From an optimization exercise on the open Yosys and OpenROAD flow, aimed at small area; shortcuts taken in it are not production practice.
The RTL was checked by simulation tests, not by an equivalence proof against the original design.
Power figures rest on the tool's default switching activity, not on a simulated workload.

**design.v**
```verilog
module hoper_core (
    input             clk,
    input             rst,
    input             op_we,
    input      [3:0]  op_in,
    input      [7:0]  b_in,
    input      [7:0]  cmd_in,
    input      [7:0]  seq_in,
    input      [8:0]  n_in,
    input             dev_found,
    input             cfg_we,
    input      [3:0]  cfg_addr,
    input      [31:0] cfg_wdata,
    input             din_valid,
    input      [7:0]  din,
    output            din_ready,
    output            tx_valid,
    output     [7:0]  tx_data,
    output            tx_last,
    input             tx_ready,
    output            t_req,
    output     [2:0]  t_call,
    output     [31:0] t_baud,
    output            t_dtr,
    output            t_rts,
    input             t_ack,
    input             t_fault,
    input      [6:0]  t_rxcnt,
    input             ms_tick,
    output            busy,
    output            done,
    output     [2:0]  result,
    output     [3:0]  op_o,
    output     [15:0] crc_o,
    output     [7:0]  seq_o,
    output     [8:0]  pktlen_o,
    output            valid_o,
    output     [6:0]  rxcnt_o,
    output     [3:0]  nb_o,
    output            lc_valid_o,
    output     [31:0] lc_baud_o,
    output            lc_dtr_o,
    output            lc_rts_o,
    output     [6:0]  resp_o,
    output     [2:0]  nsent_o
);
    localparam [2:0] R_OK    = 3'd0,
                     R_NODEV = 3'd1,
                     R_NOCFG = 3'd3,
                     R_TFLT  = 3'd4,
                     R_LEN   = 3'd5,
                     R_ILL   = 3'd6;
    localparam [2:0] T_NONE  = 3'd0,
                     T_OPEN  = 3'd1,
                     T_LINES = 3'd2,
                     T_FLUSH = 3'd3,
                     T_WRITE = 3'd4,
                     T_READ  = 3'd5,
                     T_CLOSE = 3'd6;
    localparam [11:0] SETTLE_MS     = 12'd500;
    localparam [11:0] SEQ_SETTLE_MS = 12'd500;
    localparam [11:0] CMD_DELAY_MS  = 12'd500;
    localparam [7:0] CMD_SYNC  = 8'h11,
                     CMD_SETUP = 8'h05,
                     CMD_EN    = 8'h0A,
                     CMD_POLL  = 8'h07,
                     CMD_RESET = 8'h01;
    localparam [5:0]
        ST_IDLE     = 6'd0,
        ST_CRC_INIT = 6'd1,
        ST_CRC_BYTE = 6'd2,
        ST_CKSUM    = 6'd3,
        ST_BUILD    = 6'd4,
        ST_VAL      = 6'd5,
        ST_VAL_BODY = 6'd6,
        ST_VAL_LO   = 6'd7,
        ST_VAL_HI   = 6'd8,
        ST_SEQ_INIT = 6'd9,
        ST_SEQ_ADV  = 6'd10,
        ST_ILLEGAL  = 6'd11,
        ST_FIN      = 6'd12,
        E_HDR       = 6'd13,
        E_DIN       = 6'd14,
        E_DOUT      = 6'd15,
        E_CRCL      = 6'd16,
        E_CRCH      = 6'd17,
        D_START     = 6'd18,
        D_OPEN      = 6'd19,
        D_LINES     = 6'd20,
        D_SETTLE    = 6'd21,
        D_FLUSH1    = 6'd22,
        D_WR_SYNC   = 6'd23,
        D_RX_SYNC   = 6'd24,
        D_FLUSH2    = 6'd25,
        D_WR_RESET  = 6'd26,
        D_RX_RESET  = 6'd27,
        D_CLOSE     = 6'd28,
        D_NEXT      = 6'd29,
        S_START     = 6'd30,
        S_OPEN      = 6'd31,
        S_LINES     = 6'd32,
        S_SETTLE    = 6'd33,
        S_TX        = 6'd34,
        S_WR        = 6'd35,
        S_DELAY     = 6'd36,
        S_RX        = 6'd37,
        S_ADV       = 6'd38,
        S_CLOSE     = 6'd39,
        R_START     = 6'd40;
    function [15:0] crc_byte;
        input [15:0] c;
        input [7:0]  b;
        integer i;
        reg [15:0] r;
        begin
            r = c ^ {8'h00, b};
            for (i = 0; i < 8; i = i + 1)
                r = r[0] ? ((r >> 1) ^ 16'h8408) : (r >> 1);
            crc_byte = r;
        end
    endfunction
    reg [5:0]  st;
    reg [3:0]  op_r;
    reg        busy_r, done_r;
    reg [2:0]  result_r;
    reg [15:0] crc;
    reg [7:0]  seq;
    reg [8:0]  pktlen;
    reg        valid_r;
    reg [6:0]  rxcnt;
    reg [3:0]  nb;
    reg [31:0] baudtab [0:7];
    reg        lc_valid, lc_dtr, lc_rts;
    reg [31:0] lc_baud;
    reg [6:0]  resp;
    reg [2:0]  nsent;
    reg [11:0] tmr;
    reg [7:0]  b_r, cmd_r, seq_op;
    reg [8:0]  n_r;
    reg        devf_r;
    reg [2:0]  b_idx;
    reg [1:0]  h_idx;
    reg [1:0]  c_idx;
    reg [1:0]  x_idx;
    reg        acc;        
    reg        run_r;      
    reg [2:0]  res_r;      
    reg [7:0]  pk_cmd, pk_seq;
    reg [8:0]  pk_n;
    reg [8:0]  pk_cnt;
    reg [1:0]  hi;
    reg [7:0]  hold;
    reg [7:0]  lo_byte;
    reg [5:0]  ret_st;
    integer k;
    reg [7:0] hdr_byte;
    always @(*) begin
        case (hi)
            2'd0: hdr_byte = 8'h7F;
            2'd1: hdr_byte = pk_seq;
            2'd2: hdr_byte = pk_n[7:0] + 8'd1;
            default: hdr_byte = pk_cmd;
        endcase
    end
    reg [7:0] cmdtab_op;
    always @(*) begin
        case (c_idx)
            2'd0: cmdtab_op = CMD_SYNC;
            2'd1: cmdtab_op = CMD_SETUP;
            2'd2: cmdtab_op = CMD_EN;
            default: cmdtab_op = CMD_POLL;
        endcase
    end
    assign busy       = busy_r;
    assign done       = done_r;
    assign result     = result_r;
    assign op_o       = op_r;
    assign crc_o      = crc;
    assign seq_o      = seq;
    assign pktlen_o   = pktlen;
    assign valid_o    = valid_r;
    assign rxcnt_o    = rxcnt;
    assign nb_o       = nb;
    assign lc_valid_o = lc_valid;
    assign lc_baud_o  = lc_baud;
    assign lc_dtr_o   = lc_dtr;
    assign lc_rts_o   = lc_rts;
    assign resp_o     = resp;
    assign nsent_o    = nsent;
    assign din_ready = (st == ST_CKSUM && pk_cnt != 9'd0) || st == E_DIN ||
                       (st == ST_VAL_BODY && pk_cnt != 9'd0) ||
                       st == ST_VAL_LO || st == ST_VAL_HI;
    assign tx_valid = (st == E_HDR) || (st == E_DOUT) || (st == E_CRCL) || (st == E_CRCH);
    assign tx_data  = (st == E_HDR)  ? hdr_byte :
                      (st == E_DOUT) ? hold :
                      (st == E_CRCL) ? crc[7:0] : crc[15:8];
    assign tx_last  = (st == E_CRCH);
    reg [2:0] call;
    always @(*) begin
        case (st)
            D_OPEN, S_OPEN:                 call = T_OPEN;
            D_LINES, S_LINES:               call = T_LINES;
            D_FLUSH1, D_FLUSH2:             call = T_FLUSH;
            D_WR_SYNC, D_WR_RESET, S_WR:    call = T_WRITE;
            D_RX_SYNC, D_RX_RESET, S_RX:    call = T_READ;
            D_CLOSE, S_CLOSE:               call = T_CLOSE;
            default:                        call = T_NONE;
        endcase
    end
    assign t_req  = (call != T_NONE);
    assign t_call = call;
    assign t_baud = (st == D_OPEN) ? baudtab[b_idx] : lc_baud;
    assign t_dtr  = (st == D_LINES) ? h_idx[0] : lc_dtr;
    assign t_rts  = (st == D_LINES) ? h_idx[1] : lc_rts;
    always @(posedge clk) begin
        if (rst) begin
            st       <= ST_IDLE;
            op_r     <= 4'd0;
            busy_r   <= 1'b0;
            done_r   <= 1'b0;
            result_r <= R_OK;
            crc      <= 16'hFFFF;
            seq      <= 8'h80;
            pktlen   <= 9'd0;
            valid_r  <= 1'b0;
            rxcnt    <= 7'd0;
            nb       <= 4'd4;
            baudtab[0] <= 32'd9600;
            baudtab[1] <= 32'd19200;
            baudtab[2] <= 32'd38400;
            baudtab[3] <= 32'd115200;
            for (k = 4; k < 8; k = k + 1)
                baudtab[k] <= 32'd0;
            lc_valid <= 1'b0;
            lc_baud  <= 32'd0;
            lc_dtr   <= 1'b0;
            lc_rts   <= 1'b0;
            resp     <= 7'd0;
            nsent    <= 3'd0;
            tmr      <= 12'd0;
            b_r      <= 8'd0;
            cmd_r    <= 8'd0;
            seq_op   <= 8'd0;
            n_r      <= 9'd0;
            devf_r   <= 1'b0;
            b_idx    <= 3'd0;
            h_idx    <= 2'd0;
            c_idx    <= 2'd0;
            x_idx    <= 2'd0;
            acc      <= 1'b0;
            run_r    <= 1'b0;
            res_r    <= R_OK;
            pk_cmd   <= 8'd0;
            pk_seq   <= 8'd0;
            pk_n     <= 9'd0;
            pk_cnt   <= 9'd0;
            hi       <= 2'd0;
            hold     <= 8'd0;
            lo_byte  <= 8'd0;
            ret_st   <= ST_IDLE;
        end else begin
            if (cfg_we && !busy_r) begin
                if (cfg_addr[3] == 1'b0)
                    baudtab[cfg_addr[2:0]] <= cfg_wdata;
                else if (cfg_addr == 4'd8 && cfg_wdata <= 32'd8)
                    nb <= cfg_wdata[3:0];
            end
            case (st)
            ST_IDLE: begin
                if (op_we) begin
                    op_r <= op_in;
                    if (op_in != 4'd0) begin
                        busy_r <= 1'b1;
                        done_r <= 1'b0;
                        b_r    <= b_in;
                        cmd_r  <= cmd_in;
                        seq_op <= seq_in;
                        n_r    <= n_in;
                        devf_r <= dev_found;
                        case (op_in)
                            4'h1: st <= ST_CRC_INIT;
                            4'h2: st <= ST_CRC_BYTE;
                            4'h3: begin
                                crc    <= 16'hFFFF;
                                pk_cnt <= n_in;
                                st     <= ST_CKSUM;
                            end
                            4'h4: st <= ST_BUILD;
                            4'h5: st <= ST_VAL;
                            4'h6: st <= ST_SEQ_INIT;
                            4'h7: st <= ST_SEQ_ADV;
                            4'h8: st <= D_START;
                            4'h9: st <= S_START;
                            4'hA: st <= R_START;
                            default: st <= ST_ILLEGAL;
                        endcase
                    end
                end
            end
            ST_CRC_INIT: begin
                crc    <= 16'hFFFF;
                res_r  <= R_OK;
                st     <= ST_FIN;
            end
            ST_CRC_BYTE: begin
                crc    <= crc_byte(crc, b_r);
                res_r  <= R_OK;
                st     <= ST_FIN;
            end
            ST_CKSUM: begin
                if (pk_cnt == 9'd0) begin
                    res_r <= R_OK;
                    st    <= ST_FIN;
                end else if (din_valid) begin
                    crc    <= crc_byte(crc, din);
                    pk_cnt <= pk_cnt - 9'd1;
                end
            end
            ST_BUILD: begin
                if (n_r > 9'd254) begin
                    res_r <= R_LEN;
                    st    <= ST_FIN;
                end else begin
                    pk_cmd <= cmd_r;
                    pk_seq <= seq_op;
                    pk_n   <= n_r;
                    pk_cnt <= n_r;
                    hi     <= 2'd0;
                    crc    <= 16'hFFFF;
                    res_r  <= R_OK;
                    ret_st <= ST_FIN;
                    st     <= E_HDR;
                end
            end
            E_HDR: begin
                if (tx_ready) begin
                    crc <= crc_byte(crc, hdr_byte);
                    hi  <= hi + 2'd1;
                    if (hi == 2'd3)
                        st <= (pk_n == 9'd0) ? E_CRCL : E_DIN;
                end
            end
            E_DIN: begin
                if (din_valid) begin
                    hold <= din;
                    crc  <= crc_byte(crc, din);
                    st   <= E_DOUT;
                end
            end
            E_DOUT: begin
                if (tx_ready) begin
                    pk_cnt <= pk_cnt - 9'd1;
                    st     <= (pk_cnt == 9'd1) ? E_CRCL : E_DIN;
                end
            end
            E_CRCL: begin
                if (tx_ready)
                    st <= E_CRCH;
            end
            E_CRCH: begin
                if (tx_ready) begin
                    pktlen <= pk_n + 9'd6;
                    st     <= ret_st;
                end
            end
            ST_VAL: begin
                crc <= 16'hFFFF;
                if (n_r < 9'd2) begin
                    valid_r <= 1'b0;
                    res_r   <= R_OK;
                    st      <= ST_FIN;
                end else begin
                    pk_cnt <= n_r - 9'd2;
                    st     <= ST_VAL_BODY;
                end
            end
            ST_VAL_BODY: begin
                if (pk_cnt == 9'd0) begin
                    st <= ST_VAL_LO;
                end else if (din_valid) begin
                    crc    <= crc_byte(crc, din);
                    pk_cnt <= pk_cnt - 9'd1;
                end
            end
            ST_VAL_LO: begin
                if (din_valid) begin
                    lo_byte <= din;
                    st      <= ST_VAL_HI;
                end
            end
            ST_VAL_HI: begin
                if (din_valid) begin
                    valid_r <= (crc == {din, lo_byte});
                    res_r   <= R_OK;
                    st      <= ST_FIN;
                end
            end
            ST_SEQ_INIT: begin
                seq   <= 8'h80;
                res_r <= R_OK;
                st    <= ST_FIN;
            end
            ST_SEQ_ADV: begin
                seq   <= {1'b1, seq[6:0] + 7'd1};
                res_r <= R_OK;
                st    <= ST_FIN;
            end
            ST_ILLEGAL: begin
                res_r <= R_ILL;
                st    <= ST_FIN;
            end
            ST_FIN: begin
                busy_r   <= 1'b0;
                done_r   <= 1'b1;
                result_r <= res_r;
                run_r    <= 1'b0;
                st       <= ST_IDLE;
            end
            D_START: begin
                lc_valid <= 1'b0;
                b_idx    <= 3'd0;
                h_idx    <= 2'd0;
                if (nb == 4'd0) begin
                    res_r <= R_NOCFG;
                    st    <= ST_FIN;
                end else begin
                    st <= D_OPEN;
                end
            end
            D_OPEN: begin
                if (t_ack) begin
                    acc <= 1'b0;
                    st  <= t_fault ? D_NEXT : D_LINES;
                end
            end
            D_LINES: begin
                if (t_ack) begin
                    if (t_fault) begin
                        st <= D_CLOSE;
                    end else begin
                        tmr <= SETTLE_MS;
                        st  <= D_SETTLE;
                    end
                end
            end
            D_SETTLE: begin
                if (tmr == 12'd0)
                    st <= D_FLUSH1;
                else if (ms_tick)
                    tmr <= tmr - 12'd1;
            end
            D_FLUSH1: begin
                if (t_ack) begin
                    if (t_fault) begin
                        st <= D_CLOSE;
                    end else begin
                        pk_cmd <= CMD_SYNC;
                        pk_seq <= 8'h80;
                        pk_n   <= 9'd0;
                        pk_cnt <= 9'd0;
                        hi     <= 2'd0;
                        crc    <= 16'hFFFF;
                        ret_st <= D_WR_SYNC;
                        st     <= E_HDR;
                    end
                end
            end
            D_WR_SYNC: begin
                if (t_ack)
                    st <= t_fault ? D_CLOSE : D_RX_SYNC;
            end
            D_RX_SYNC: begin
                if (t_ack) begin
                    if (t_fault) begin
                        st <= D_CLOSE;
                    end else begin
                        rxcnt <= t_rxcnt;
                        if (t_rxcnt != 7'd0) begin
                            acc <= 1'b1;
                            st  <= D_CLOSE;
                        end else begin
                            st  <= D_FLUSH2;
                        end
                    end
                end
            end
            D_FLUSH2: begin
                if (t_ack) begin
                    if (t_fault) begin
                        st <= D_CLOSE;
                    end else begin
                        pk_cmd <= CMD_RESET;
                        pk_seq <= 8'h80;
                        pk_n   <= 9'd0;
                        pk_cnt <= 9'd0;
                        hi     <= 2'd0;
                        crc    <= 16'hFFFF;
                        ret_st <= D_WR_RESET;
                        st     <= E_HDR;
                    end
                end
            end
            D_WR_RESET: begin
                if (t_ack)
                    st <= t_fault ? D_CLOSE : D_RX_RESET;
            end
            D_RX_RESET: begin
                if (t_ack) begin
                    if (!t_fault) begin
                        rxcnt <= t_rxcnt;
                        acc   <= (t_rxcnt != 7'd0);
                    end
                    st <= D_CLOSE;
                end
            end
            D_CLOSE: begin
                if (t_ack)
                    st <= D_NEXT;
            end
            D_NEXT: begin
                if (acc) begin
                    lc_baud  <= baudtab[b_idx];
                    lc_dtr   <= h_idx[0];
                    lc_rts   <= h_idx[1];
                    lc_valid <= 1'b1;
                    res_r    <= R_OK;
                    st       <= run_r ? S_START : ST_FIN;
                end else if (h_idx != 2'd3) begin
                    h_idx <= h_idx + 2'd1;
                    st    <= D_OPEN;
                end else if ({1'b0, b_idx} + 4'd1 < nb) begin
                    h_idx <= 2'd0;
                    b_idx <= b_idx + 3'd1;
                    st    <= D_OPEN;
                end else begin
                    res_r <= R_NOCFG;
                    st    <= ST_FIN;
                end
            end
            S_START: begin
                if (!lc_valid) begin
                    res_r <= R_NOCFG;
                    st    <= ST_FIN;
                end else begin
                    st <= S_OPEN;
                end
            end
            S_OPEN: begin
                if (t_ack) begin
                    if (t_fault) begin
                        res_r <= R_TFLT;
                        st    <= ST_FIN;
                    end else begin
                        st <= S_LINES;
                    end
                end
            end
            S_LINES: begin
                if (t_ack) begin
                    if (t_fault) begin
                        res_r <= R_TFLT;
                        st    <= S_CLOSE;
                    end else begin
                        tmr <= SEQ_SETTLE_MS;
                        st  <= S_SETTLE;
                    end
                end
            end
            S_SETTLE: begin
                if (tmr == 12'd0) begin
                    seq   <= 8'h80;
                    resp  <= 7'd0;
                    nsent <= 3'd0;
                    c_idx <= 2'd0;
                    x_idx <= 2'd0;
                    st    <= S_TX;
                end else if (ms_tick) begin
                    tmr <= tmr - 12'd1;
                end
            end
            S_TX: begin
                pk_cmd <= cmdtab_op;
                pk_seq <= seq;
                pk_n   <= 9'd0;
                pk_cnt <= 9'd0;
                hi     <= 2'd0;
                crc    <= 16'hFFFF;
                ret_st <= S_WR;
                st     <= E_HDR;
            end
            S_WR: begin
                if (t_ack) begin
                    if (t_fault) begin
                        res_r <= R_TFLT;
                        st    <= S_CLOSE;
                    end else begin
                        tmr <= CMD_DELAY_MS;
                        st  <= S_DELAY;
                    end
                end
            end
            S_DELAY: begin
                if (tmr == 12'd0)
                    st <= S_RX;
                else if (ms_tick)
                    tmr <= tmr - 12'd1;
            end
            S_RX: begin
                if (t_ack) begin
                    if (t_fault) begin
                        res_r <= R_TFLT;
                        st    <= S_CLOSE;
                    end else begin
                        rxcnt       <= t_rxcnt;
                        resp[nsent] <= (t_rxcnt != 7'd0);
                        st          <= S_ADV;
                    end
                end
            end
            S_ADV: begin
                nsent <= nsent + 3'd1;
                seq   <= {1'b1, seq[6:0] + 7'd1};
                if (c_idx != 2'd3) begin
                    c_idx <= c_idx + 2'd1;
                    st    <= S_TX;
                end else if (x_idx == 2'd0) begin
                    if (resp[3]) begin
                        x_idx <= 2'd1;
                        st    <= S_TX;
                    end else begin
                        res_r <= R_OK;
                        st    <= S_CLOSE;
                    end
                end else if (x_idx != 2'd3) begin
                    x_idx <= x_idx + 2'd1;
                    st    <= S_TX;
                end else begin
                    res_r <= R_OK;
                    st    <= S_CLOSE;
                end
            end
            S_CLOSE: begin
                if (t_ack)
                    st <= ST_FIN;
            end
            R_START: begin
                if (!devf_r) begin
                    res_r <= R_NODEV;
                    st    <= ST_FIN;
                end else begin
                    run_r <= 1'b1;
                    st    <= D_START;
                end
            end
            default: st <= ST_IDLE;
            endcase
        end
    end
endmodule
```
**run.sh**
```bash
#!/bin/bash
# synth_recipe.tcl (not shown) runs the flow's synth.tcl, then flattens the netlist and writes it again
# the make line also repeats each setting of config.mk as NAME=value (left out here)
make -C /OpenROAD-flow-scripts/flow DESIGN_CONFIG=/design/flow/config.mk WORK_HOME=/design/flow/orfs CLKGATE_MAP_FILE= SYNTH_SCRIPT=/design/flow/synth_recipe.tcl finish
```
**config.mk**
```make
export PLATFORM = sky130hd
export DESIGN_NAME = hoper_core
export DESIGN_NICKNAME = hoper_core
export VERILOG_FILES = /design/flow/design.v
export SDC_FILE = /design/flow/constraint.sdc
export NUM_CORES = 4
export LEC_CHECK = 0
export CAP_MARGIN = 20
export CORE_MARGIN = 2
export CORE_UTILIZATION = 40
export SLEW_MARGIN = 20
```
**constraint.sdc**
```tcl
create_clock -name core_clock -period 10.0 [get_ports {clk}]
set_input_delay 2.0000 -clock core_clock [delete_from_list [all_inputs] [get_ports {clk}]]
set_output_delay 2.0000 -clock core_clock [all_outputs]
set_load 0.01 [all_outputs]
```
==> impl_metrics.yaml <==
status:
  status: "finished clean"
route:
  wl_met1_mm: 34.31
  antenna_left: 0
  highest_layer: "met5"
  wire_per_inst_um: 23.74
  drtIter0Drc: 1585
  routed-wl-met2_mm: 37.77
  met3_length_mm: 5.508
  route.detailed.vias_per_inst: 5.726
  wirelength_mm: 80.00
  vias: 19292
  dr.pass1.iters: 6
  drcViolationCount: 0
worst_setup_path:
  worstPathArrival_ns: 3.96
  reg2reg_slack_ns: 5.87
  cp_top_family: "simple AND/OR/NAND/NOR gates"
  timing.rr.end: "call[1]$_DFF_P_"
  slowest_stage: "nor4bb_1"
  ff2ff_path_depth: 10
  cp_cell_sequence: "buf_4, nor4bb_1, nand2_4, o21ai_0, clkdlybuf4s50_1"
  cp-end-kind: "primary output"
  cp_max_fo: 66
  crit_type: "reg2out"
  cpPeakStageDelay_ns: 0.88
  critPathRequiredTime_ns: 8.00
  critPathBufInv: 2
  cp-start-kind: "flip-flop"
  r2r_start: "st[5]$_SDFFE_PP0P_"
job:
  maxCapViolCount: 0
synthesis:
  synth_ff_type: "edfxtp_1"
  synth_cell_type_count: 84
  yosysTopAreaCell: "edfxtp_1"
  yosysMostFrequentCell: "edfxtp_1"
  synth.top_cell.area_share_pct: 31.32
  ys_seq_area_share_pct: 49.92
  async_reset_ff_share_pct: 0
  synth_area_um2: 24540
  synth_edf_count: 256
  synth_common_cells: "256 x edfxtp_1, 249 x and2_1, 231 x nor2_1"
  syn-num-nets: 2501
  synthTopCellsByArea: "edfxtp_1 31%, dfxtp_1 19%, and2_1 6.3%"
  synth-seq-cells: 484
  synth.avg_cell_area_um2: 10.34
  yosysWarningCount: 1
  syn_inst: 2373
cells_and_area:
  nFillCells: 5439
  stdcell_count: 3369
  drive_gt1_share_pct: 9.323
  multi_input_area_um2: 11600
  nets: 2668
  seq_area_um2: 12260
  syn_to_final_growth_pct: 20.28
floorplan:
  start_util_pct: 40.59
  die_y_um: 251.7
  pin_count: 246
  placementRows: 90
  die-area_um2: 63360
  core-area_um2: 60470
  fp.dieW_um: 251.7
sta:
  rsz0062_at_grt: "false"
  period_share_pct: 59.57
  finalSetupViolCount: 0
  drv_slew: 0
  max_slew.worst_pin.slew_ns: 1.140
  timing.fmax_ghz: 0.1679
  min_period_ns: 5.957
  clock-skew-final_ns: 0.04048
  slew_headroom_pct: 23.50
  hold_violations: 0
  fin_setup_tns_ns: 0
clock_tree:
  insertion_delay_ns: 0.65
  cts_tree: "built"
  post_cts.repair.setup_buffers: 0
  clock_path_buffers: 3
  cts_sinks: 484
  cts_hold_buffers: 0
  clk_pin_slew_ns: 0.06
  cts_inserted_buffers: 53
  cts-root-buf: "clkbuf_16"
  post_cts_resized: 0
  htreeDepth: 2
power_and_ir_drop:
  max-vdd-ir-drop_mv: 0.1579
  p_sw_mw: 2.039
  combPwrFrac_pct: 27.9
  swShare_pct: 33.85
  p_leak_nw: 10.19
  p_per_area_nw_per_um2: 204.0
  seq_power_share_pct: 38.9
  p_clk_share_pct: 33.1
  power.internal_mw: 3.983
placed_design:
  dp.cells: 3267
  gp_congestion: 0.9470
  dpl.hpwl_mm: 54.56
  io_buffers: 244
worst_hold_path:
  holdCritStartpoint: "cmd_r[4]$_SDFFE_PP0P_"
  whs_path_depth: 2
  worst_hold_path_type: "reg2reg"
  hold_end: "cmd_r[4]$_SDFFE_PP0P_"
grt:
  grt_max_degree: 79
  grt_pass1_wl_mm: 120.6
  first_global_vias: 19090
  overflow: 0
  antenna_found_initial: 5
  grt.total_usage_pct: 24.95
## worst max-delay path by stage
stage	start	end	slack, ns	cells after the start
floorplan	rst	baudtab[3][0]$_SDFFCE_PN0P_	4.63	5
global placement	op_in[1]	call[1]$_DFF_P_	4.48	10
detailed placement	op_in[1]	call[1]$_DFF_P_	4.35	10
CTS	st[0]$_SDFFE_PP0P_	t_baud[21]	3.82	5
global route	st[0]$_SDFFE_PP0P_	t_baud[21]	3.78	5
finish	st[0]$_SDFFE_PP0P_	t_baud[13]	4.04	5
## cell type report
cell class / count / share of cell area (%)
Sequential cell: 484 / 41.52
Multi-Input combinational cell: 1681 / 39.30
Clock inverter: 23 / 0.8731
Tap cell: 782 / 3.314
Antenna cell: 2 / 0.01695
Timing Repair Buffer: 285 / 9.320
Inverter: 35 / 0.4450
Clock buffer: 77 / 5.204
## cell families (layout without fill, tap and decap cells)
family          count (synthesis)  in the layout  synth area share [%]
compound gates                418            418                 11.37
xor+xnor                      118            118                 4.211
mux                           144            144                 9.156
other cells                     1              3               0.01528
flops                         484            484                 49.92
buf+inv                       208            420                 3.416
fa+ha+maj                      30             30                 1.529
simple gates                  970            970                 20.38
## power by group through the flow
stage / clock (mW) / combinational, mW / sequential (mW)
final: 1.99 / 1.68 / 2.34
after global routing: 2.11 / 1.82 / 2.36
after CTS: 2.03 / 1.66 / 2.34
after detailed placement: 0 / 1.66 / 2.38
after global placement: 0 / 1.64 / 2.38
after floorplan: 0 / 1.11 / 2.34
## through the flow
stage	setup WS (ns)	power, mW	cell area (µm²)	hold WS, ns	util [%]
2_1_floorplan	4.627	3.448	24540	0.4318	-
3_3_place_gp	4.484	4.022	27710	0.4420	45.82
3_5_place_dp	4.349	4.038	27720	0.4464	45.84
4_1_cts	3.824	6.041	29510	0.4565	48.80
5_1_grt	3.779	6.287	29520	0.4758	48.82
6_report	4.043	6.022	29520	0.4605	48.82
## worst min-delay path: cells and delay by family, from the launching register on
family | cells | cell delay [ns]
AO/OA/AOI/OAI | 1 | 0.05
flip-flops | 1 | 0.31
AND/OR/NAND/NOR | 1 | 0.05
## registers in the layout, indices dropped and copies added, names as in the netlist, 9 cells and up, named ones only
register and count:
baudtab 256, crc 16, lc_baud 32, n_r 9, pk_cnt 9, pk_n 9
pktlen 9, tmr 12
## placed cells by master, fill, tap and decap left out, drive strengths merged, types with 64 or more instances in the layout
| cell | n |
|---|---|
| clkbuf | 77 |
| dfxtp | 228 |
| and2 | 249 |
| nand2 | 208 |
| mux4 | 64 |
| edfxtp | 256 |
| nor2 | 231 |
| xnor2 | 70 |
| clkdlybuf4s50 | 243 |
| mux2i | 76 |
| a211oi | 65 |
| a21oi | 106 |
| o21ai | 89 |
## metal layers
layer,up-vias,track usage (%)
met1,9543,33.22
met3,136,4.715
met2,667,41.10
met4,8,7.942
li1,8938,-
met5,-,0

[port drivers added, routing unchanged]
How much do the figures lean on ideal ports? The routed layout below was timed once more, with nothing changed but the port constraints.
Step 1 assumes that a clkbuf_16 drives the clock port and a buf_2 every other input.
Step 2 also shifts input and output timing later by t, the mid clock arrival at the registers, as if the neighbouring blocks saw the same clock.
Slacks: no drivers / after step 1 / after step 2; pairs: no drivers / after step 1.
t (ns): 0.677
slack for setup (ns): 4.043 / 3.986 / 4.314
latest minus earliest clock arrival (ns): 0.049 / 0.050
worst data-port slew with drivers (ns): 0.11
pins driven straight from the clock port: 1
After both steps setup and hold are still met in this run. For this run, drivers alone change the setup slack by -0.057 ns; drivers and shift together by +0.271 ns.
